Source: an optimization exercise on an open RTL-to-GDS flow (aim: small area, a short achievable clock period and few clock cycles per item). Production flows keep margins and buffers that such runs may drop.
In this exercise RTL edits were held to simulation tests only and were not proved equivalent to the original.
No driver is modelled on the clock port, so clocking that relies on it looks cheaper here than on a real chip.
Power and IR drop assume default switching activity.

==> xenon: inputs <==
## rt_lpm
module rt_lpm #(
    parameter ROUTE_CAP = 16,
    parameter NUM_IF    = 8
) (
    input  wire        clk,
    input  wire        rst,
    input  wire        in_valid,
    output wire        in_ready,
    input  wire [7:0]  in_opc,
    input  wire [7:0]  in_sel,
    input  wire [31:0] in_w0,
    input  wire [31:0] in_w1,
    input  wire [31:0] in_w2,
    output reg         out_valid,
    output reg  [7:0]  out_status,
    output reg  [31:0] out_w0,
    output reg  [31:0] out_w1,
    output reg  [31:0] out_w2,
    output reg         faulted
);
Settings: LEC_CHECK=0, CAP_MARGIN=20, CORE_MARGIN=2, CORE_UTILIZATION=60, CTS_BUF_LIST=sky130_fd_sc_hd__clkbuf_16, CTS_CLUSTER_DIAMETER=100, CTS_CLUSTER_SIZE=20, PLACE_DENSITY=0.7, SLEW_MARGIN=20; clock period 35.0 ns.
standard.sh (not shown) runs the stock make flow with config.mk's settings and CLKGATE_MAP_FILE= SYNTH_SCRIPT=/design/flow/synth_recipe.tcl, a recipe that flattens the netlist after the stock synthesis.
==> flow/flow/run.sh <==
#!/bin/bash
set -euo pipefail
export BUFFER_PORTS_ARGS="-buffer_cell sky130_fd_sc_hd__buf_1"
bash standard.sh finish > standard_flow.log 2>&1
==> tundra (differences from xenon) <==
--- a/flow/design.v
+++ b/flow/design.v
@@ -60,15 +60,14 @@
                 default: pb = x[7:0];
             endcase
             if (!len[5] && ((pb & ~(8'hff >> len[2:0])) != 8'd0))
                 pfx_match = 1'b0;
         end
     endfunction
-    reg  rdy;
-    assign in_ready = rdy;
-    wire fire = in_valid && rdy;
+    assign in_ready = !faulted && !fault_pend;
+    wire fire = in_valid && in_ready;
     reg            c_v;
     reg            c_nop, c_reset, c_add, c_lookup;    
     reg [IFW-1:0]  c_ifx;        
     reg [1:0]      c_sel_hi;     
     reg [31:0]     c_w0;
     reg [31:0]     c_w1;
@@ -185,13 +184,12 @@
             fault_pend <= 1'b0;
         end else begin
             s_v <= act && !overflow;
             if (act && overflow)
                 fault_pend <= 1'b1;
         end
-        rdy <= rst || !(faulted || fault_pend || (act && overflow));
         s_status <= status[2:0];
         s_hit    <= lk_ok && (|match);
         s_cand   <= cand1;
         s_len    <= lk_len1;
         s_dst    <= c_w0;
     end
CTS_BUF_LIST = not set   (was sky130_fd_sc_hd__clkbuf_16)
CTS_CLUSTER_DIAMETER = not set   (was 100)
CTS_CLUSTER_SIZE = not set   (was 20)
==> notes.md <==
|  | tundra | xenon |
|---|---|---|
| Result of the run | finished clean | finished clean |
| Wire length on met1 | 69500 µm | 71600 µm |
| Core Area | 96900 µm² | 100000 µm² |
| Clock-cell share of area | 7.28% | 3.79% |
| Met3 WL post-DR | 17800 µm | 21500 µm |
| R2R depth | 16 | 18 |
| Chip Width | 317 µm | 322 µm |
| Clk pin slew, worst setup/hold paths | 60 ps | 80 ps |
| Endpoint arrival time on the critical path | 1440 ps | 1240 ps |
| Post-synth top area share | 60.5% | 58.6% |
| Layout inverter count without the clock tree | 67 | 70 |
| Area enclosed by the die boundary | 100000 µm² | 104000 µm² |
| Part of the total power dissipated in combinational logic | 3.0% | 3.7% |
| Initial antenna violation count | 5 | 6 |
Testbench counts of xenon, summed over its fixed seeds: cycles 24,024, items 24,000.
Testbench counts of tundra, summed over its fixed seeds: cycles 24,024, items 24,000.


==> run G: inputs <==
rt_lpm, a different RTL version from the one above (not shown whole).
export LEC_CHECK = 0
export CAP_MARGIN = 20
export CORE_MARGIN = 2
export CORE_UTILIZATION = 60
export CTS_BUF_LIST = sky130_fd_sc_hd__clkbuf_16
export CTS_CLUSTER_DIAMETER = 100
export CTS_CLUSTER_SIZE = 20
export PLACE_DENSITY = 0.7
export SLEW_MARGIN = 20
create_clock -name core_clock -period 35.0 [get_ports {clk}]
==> flow/flow/run.sh <==
#!/bin/bash
set -euo pipefail
export BUFFER_PORTS_ARGS="-buffer_cell sky130_fd_sc_hd__buf_1"
export PRE_CTS_TCL="$(pwd)/flow/size_outputs.tcl"
bash standard.sh finish > standard_flow.log 2>&1
==> flow/flow/size_outputs.tcl <==
# Hook run before CTS: make the output ports faster to drive. Each output
# port's buffer becomes a buf_2 and the flip-flop that feeds it (if any) the
# _2 strength of the same flip-flop type. Only drive strengths change.
set block [ord::get_db_block]
set nbuf 0
set nff 0
foreach bterm [$block getBTerms] {
  if {[$bterm getIoType] != "OUTPUT"} { continue }
  set net [$bterm getNet]
  if {$net == "NULL"} { continue }
  foreach iterm [$net getITerms] {
    if {![$iterm isOutputSignal]} { continue }
    set buf [$iterm getInst]
    set bmaster [[$buf getMaster] getName]
    if {[string match "sky130_fd_sc_hd__buf_*" $bmaster] && $bmaster != "sky130_fd_sc_hd__buf_2"} {
      replace_cell [$buf getName] sky130_fd_sc_hd__buf_2
      incr nbuf
    }
    foreach it2 [$buf getITerms] {
      if {![$it2 isInputSignal]} { continue }
      set n2 [$it2 getNet]
      if {$n2 == "NULL"} { continue }
      foreach it3 [$n2 getITerms] {
        if {![$it3 isOutputSignal]} { continue }
        set drv [$it3 getInst]
        set dm [[$drv getMaster] getName]
        if {[regexp {^(sky130_fd_sc_hd__dfxtp)_1$} $dm -> base]} {
          replace_cell [$drv getName] ${base}_2
          incr nff
        }
      }
    }
  }
}
puts "size_outputs: $nbuf port buffers, $nff flip-flops resized"
==> run X (differences from run G) <==
--- a/flow/design.v
+++ b/flow/design.v
@@ -39,34 +39,36 @@
         end
     endfunction
     function pfx_match;
         input [31:0] x;
         input [5:0]  len;
-        reg   [7:0]  nz;        
-        reg   [3:0]  pn;        
+        reg   [3:0]  bz;        
+        reg   [2:0]  nb;        
+        reg   [7:0]  pb;        
         integer g;
         begin
-            for (g = 0; g < 8; g = g + 1)
-                nz[g] = (x[31-4*g -: 4] == 4'd0);
+            for (g = 0; g < 4; g = g + 1)
+                bz[g] = (x[31-8*g -: 8] == 8'd0);
+            nb = len[5:3];
             pfx_match = 1'b1;
-            for (g = 0; g < 8; g = g + 1)
-                if (g < len[5:2] && !nz[g])
+            for (g = 0; g < 4; g = g + 1)
+                if (g < nb && !bz[g])
                     pfx_match = 1'b0;
-            pn = x[31 - 4*len[4:2] -: 4];
-            case (len[1:0])
-                2'd1: if (pn[3])      pfx_match = 1'b0;
-                2'd2: if (|pn[3:2])   pfx_match = 1'b0;
-                2'd3: if (|pn[3:1])   pfx_match = 1'b0;
-                default: ;
+            case (len[4:3])
+                2'd0: pb = x[31:24];
+                2'd1: pb = x[23:16];
+                2'd2: pb = x[15:8];
+                default: pb = x[7:0];
             endcase
+            if (!len[5] && ((pb & ~(8'hff >> len[2:0])) != 8'd0))
+                pfx_match = 1'b0;
         end
     endfunction
-    reg  rdy;
-    assign in_ready = rdy;
-    wire fire = in_valid && rdy;
+    assign in_ready = !faulted && !fault_pend;
+    wire fire = in_valid && in_ready;
     reg            c_v;
-    reg            c_nop, c_reset, c_add, c_lookup;    
+    reg [7:0]      c_opc;
     reg [IFW-1:0]  c_ifx;        
     reg [1:0]      c_sel_hi;     
     reg [31:0]     c_w0;
     reg [31:0]     c_w1;
     reg [5:0]      c_len;        
@@ -75,14 +77,11 @@
     always @(posedge clk) begin
         if (rst)
             c_v <= 1'b0;
         else
             c_v <= fire;
-        c_nop    <= (in_opc == OPC_NOP);
-        c_reset  <= (in_opc == OPC_RESET);
-        c_add    <= (in_opc == OPC_ADD);
-        c_lookup <= (in_opc == OPC_LOOKUP);
+        c_opc    <= in_opc;
         c_ifx    <= in_sel[IFW-1:0];
         c_sel_hi <= {|in_sel[7:5], |in_sel[4:IFW]};
         c_w0     <= in_w0;
         c_w1     <= in_w1;
         c_len    <= in_w2[5:0];
@@ -94,30 +93,32 @@
     wire sel_nz  = (|c_sel_hi) || (|c_ifx);
     wire sel_bad = |c_sel_hi;              
     wire resv    = |c_resv;
     reg  [7:0] status;
     always @(*) begin
-        if (c_nop || c_reset || c_lookup)
-            status = sel_nz ? ST_MALFORMED : ST_OK;
-        else if (c_add) begin
-            if (resv)
-                status = ST_MALFORMED;
-            else if (sel_bad)
-                status = ST_BAD_IF;
-            else if (c_len > 6'd32)
-                status = ST_BAD_ARG;
-            else
-                status = ST_OK;
-        end else
-            status = ST_ILLEGAL;
+        case (c_opc)
+            OPC_NOP, OPC_RESET, OPC_LOOKUP:
+                status = sel_nz ? ST_MALFORMED : ST_OK;
+            OPC_ADD:
+                if (resv)
+                    status = ST_MALFORMED;
+                else if (sel_bad)
+                    status = ST_BAD_IF;
+                else if (c_len > 6'd32)
+                    status = ST_BAD_ARG;
+                else
+                    status = ST_OK;
+            default:
+                status = ST_ILLEGAL;
+        endcase
     end
     reg  fault_pend;      
     wire act       = c_v && !faulted && !fault_pend;
     wire st_ok     = (status == ST_OK);
-    wire do_reset  = act && st_ok && c_reset;
-    wire do_add    = act && st_ok && c_add;
-    wire lk_ok     = st_ok && c_lookup;
+    wire do_reset  = act && st_ok && (c_opc == OPC_RESET);
+    wire do_add    = act && st_ok && (c_opc == OPC_ADD);
+    wire lk_ok     = st_ok && (c_opc == OPC_LOOKUP);
     reg [CW-1:0]   count;
     reg [5:0]      t_len [0:ROUTE_CAP-1];
     reg [31:0]     t_pfx [0:ROUTE_CAP-1];    
     reg            t_nhv [0:ROUTE_CAP-1];
     reg [31:0]     t_nh  [0:ROUTE_CAP-1];    
@@ -155,60 +156,41 @@
         if (rst || do_reset)
             count <= {CW{1'b0}};
         else if (do_add && !same_found && !full)
             count <= count + 1'b1;
     end
-    reg [ROUTE_CAP-1:0] cand1;
-    reg [ROUTE_CAP-1:0] with_bit1;
-    reg [5:4]           lk_len1;
-    always @(*) begin
-        cand1 = lk_ok ? match : {ROUTE_CAP{1'b0}};
-        for (b = 5; b >= 4; b = b - 1) begin
-            for (i = 0; i < ROUTE_CAP; i = i + 1)
-                with_bit1[i] = cand1[i] && t_len[i][b];
-            lk_len1[b] = |with_bit1;
-            if (lk_len1[b])
-                cand1 = with_bit1;
-        end
-    end
     reg                 s_v;
     reg [2:0]           s_status;
-    reg                 s_hit;
-    reg [ROUTE_CAP-1:0] s_cand;      
-    reg [5:4]           s_len;
+    reg [ROUTE_CAP-1:0] s_match;     
     reg [31:0]          s_dst;
     always @(posedge clk) begin
         if (rst) begin
             s_v        <= 1'b0;
             fault_pend <= 1'b0;
         end else begin
             s_v <= act && !overflow;
             if (act && overflow)
                 fault_pend <= 1'b1;
         end
-        rdy <= rst || !(faulted || fault_pend || (act && overflow));
         s_status <= status[2:0];
-        s_hit    <= lk_ok && (|match);
-        s_cand   <= cand1;
-        s_len    <= lk_len1;
+        s_match  <= lk_ok ? match : {ROUTE_CAP{1'b0}};
         s_dst    <= c_w0;
     end
     reg [ROUTE_CAP-1:0] cand;
     reg [ROUTE_CAP-1:0] with_bit;
     reg [5:0]           lk_len;
     always @(*) begin
-        cand = s_cand;
-        lk_len[5:4] = s_len;
-        for (b = 3; b >= 0; b = b - 1) begin
+        cand = s_match;
+        for (b = 5; b >= 0; b = b - 1) begin
             for (i = 0; i < ROUTE_CAP; i = i + 1)
                 with_bit[i] = cand[i] && t_len[i][b];
             lk_len[b] = |with_bit;
             if (lk_len[b])
                 cand = with_bit;
         end
     end
-    wire lk_hit = s_hit;
+    wire lk_hit = |s_match;
     reg            lk_nhv;
     reg [31:0]     lk_nh;
     reg [IFW-1:0]  lk_ifx;
     always @(*) begin
         lk_nhv = 1'b0;
==> flow/run.sh (new file) <==
#!/bin/bash
# synth_recipe.tcl (not shown) runs the flow's synth.tcl, then flattens the netlist and writes it again
# the make line also repeats each setting of config.mk as NAME=value (left out here)
make -C /OpenROAD-flow-scripts/flow DESIGN_CONFIG=/design/flow/config.mk WORK_HOME=/design/flow/orfs CLKGATE_MAP_FILE= SYNTH_SCRIPT=/design/flow/synth_recipe.tcl finish
==> flow/config.mk (replaced) <==
export PLATFORM = sky130hd
export DESIGN_NAME = rt_lpm
export DESIGN_NICKNAME = rt_lpm
export VERILOG_FILES = /design/flow/design.v
export SDC_FILE = /design/flow/constraint.sdc
export NUM_CORES = 4
export LEC_CHECK = 0
export CAP_MARGIN = 20
export CORE_MARGIN = 2
export CORE_UTILIZATION = 60
export PLACE_DENSITY = 0.7
export SLEW_MARGIN = 20
removed: flow/flow/run.sh
removed: flow/flow/size_outputs.tcl
removed: flow/standard.sh
==> run K (differences from run G) <==
--- a/flow/design.v
+++ b/flow/design.v
@@ -39,27 +39,30 @@
         end
     endfunction
     function pfx_match;
         input [31:0] x;
         input [5:0]  len;
-        reg   [7:0]  nz;        
-        reg   [3:0]  pn;        
+        reg   [3:0]  bz;        
+        reg   [2:0]  nb;        
+        reg   [7:0]  pb;        
         integer g;
         begin
-            for (g = 0; g < 8; g = g + 1)
-                nz[g] = (x[31-4*g -: 4] == 4'd0);
+            for (g = 0; g < 4; g = g + 1)
+                bz[g] = (x[31-8*g -: 8] == 8'd0);
+            nb = len[5:3];
             pfx_match = 1'b1;
-            for (g = 0; g < 8; g = g + 1)
-                if (g < len[5:2] && !nz[g])
+            for (g = 0; g < 4; g = g + 1)
+                if (g < nb && !bz[g])
                     pfx_match = 1'b0;
-            pn = x[31 - 4*len[4:2] -: 4];
-            case (len[1:0])
-                2'd1: if (pn[3])      pfx_match = 1'b0;
-                2'd2: if (|pn[3:2])   pfx_match = 1'b0;
-                2'd3: if (|pn[3:1])   pfx_match = 1'b0;
-                default: ;
+            case (len[4:3])
+                2'd0: pb = x[31:24];
+                2'd1: pb = x[23:16];
+                2'd2: pb = x[15:8];
+                default: pb = x[7:0];
             endcase
+            if (!len[5] && ((pb & ~(8'hff >> len[2:0])) != 8'd0))
+                pfx_match = 1'b0;
         end
     endfunction
     reg  rdy;
     assign in_ready = rdy;
     wire fire = in_valid && rdy;
--- a/flow/config.mk
+++ b/flow/config.mk
@@ -7,9 +7,9 @@
 export LEC_CHECK = 0
 export CAP_MARGIN = 20
 export CORE_MARGIN = 2
 export CORE_UTILIZATION = 60
 export CTS_BUF_LIST = sky130_fd_sc_hd__clkbuf_16
-export CTS_CLUSTER_DIAMETER = 100
-export CTS_CLUSTER_SIZE = 20
-export PLACE_DENSITY = 0.7
+export CTS_CLUSTER_DIAMETER = 120
+export CTS_CLUSTER_SIZE = 25
+export PLACE_DENSITY = 0.8
 export SLEW_MARGIN = 20
==> notes <==
- In sequential cell count, run G and run K do not differ.
- Run G completed with no timing, DRC or antenna violations. Run X completed without violations. Run K completed with no timing, DRC or antenna violations.
- Wire length, lowest first: run K, run G, run X.
- Final area: run K < run G < run X.
- The lowest synthesized cell count belongs to run X, the highest to run G.
- Against run G, the register-to-register slack of run X is lower by 1900 ps.
- Maximum frequency: run K > run G > run X.
- The lowest die area belongs to run K, the highest to run X.
Testbench counts of run G, summed over its fixed seeds: cycles 24,024, items 24,000.
Testbench counts of run X, summed over its fixed seeds: cycles 24,024, items 24,000.
Testbench counts of run K, summed over its fixed seeds: cycles 24,024, items 24,000.

==> afterwards: timing with drivers on the ports <==
Ports are ideal in the flow. The routed layouts listed here were re-timed in OpenROAD. Step 1 (the two cells are an assumption about what drives the block):
set clk [get_ports {clk}]
set_driving_cell -lib_cell sky130_fd_sc_hd__clkbuf_16 $clk
set_driving_cell -lib_cell sky130_fd_sc_hd__buf_2 [delete_from_list [all_inputs] $clk]
Step 2, shift: input delay + t, output delay - t, t = (earliest + latest rising clock arrival at the registers) / 2. This alone moves slack from input paths to output paths. Three values: ideal, step 1, step 2; two values: the first two.
| run | shift t [ns] | setup WS [ns] | worst data-port slew with drivers (ns) |
|---|---|---|---|
| xenon | 0.770 | 26.755 / 26.684 / 27.054 | 0.04 |
| tundra | 0.824 | 26.561 / 26.491 / 26.970 | 0.05 |
| run G | 0.782 | 26.716 / 26.637 / 27.010 | 0.05 |
| run X | 0.847 | 25.341 / 25.341 / 25.341 | 0.06 |
| run K | 0.750 | 26.858 / 26.785 / 27.026 | 0.04 |
After both steps every run listed still meets setup and hold.
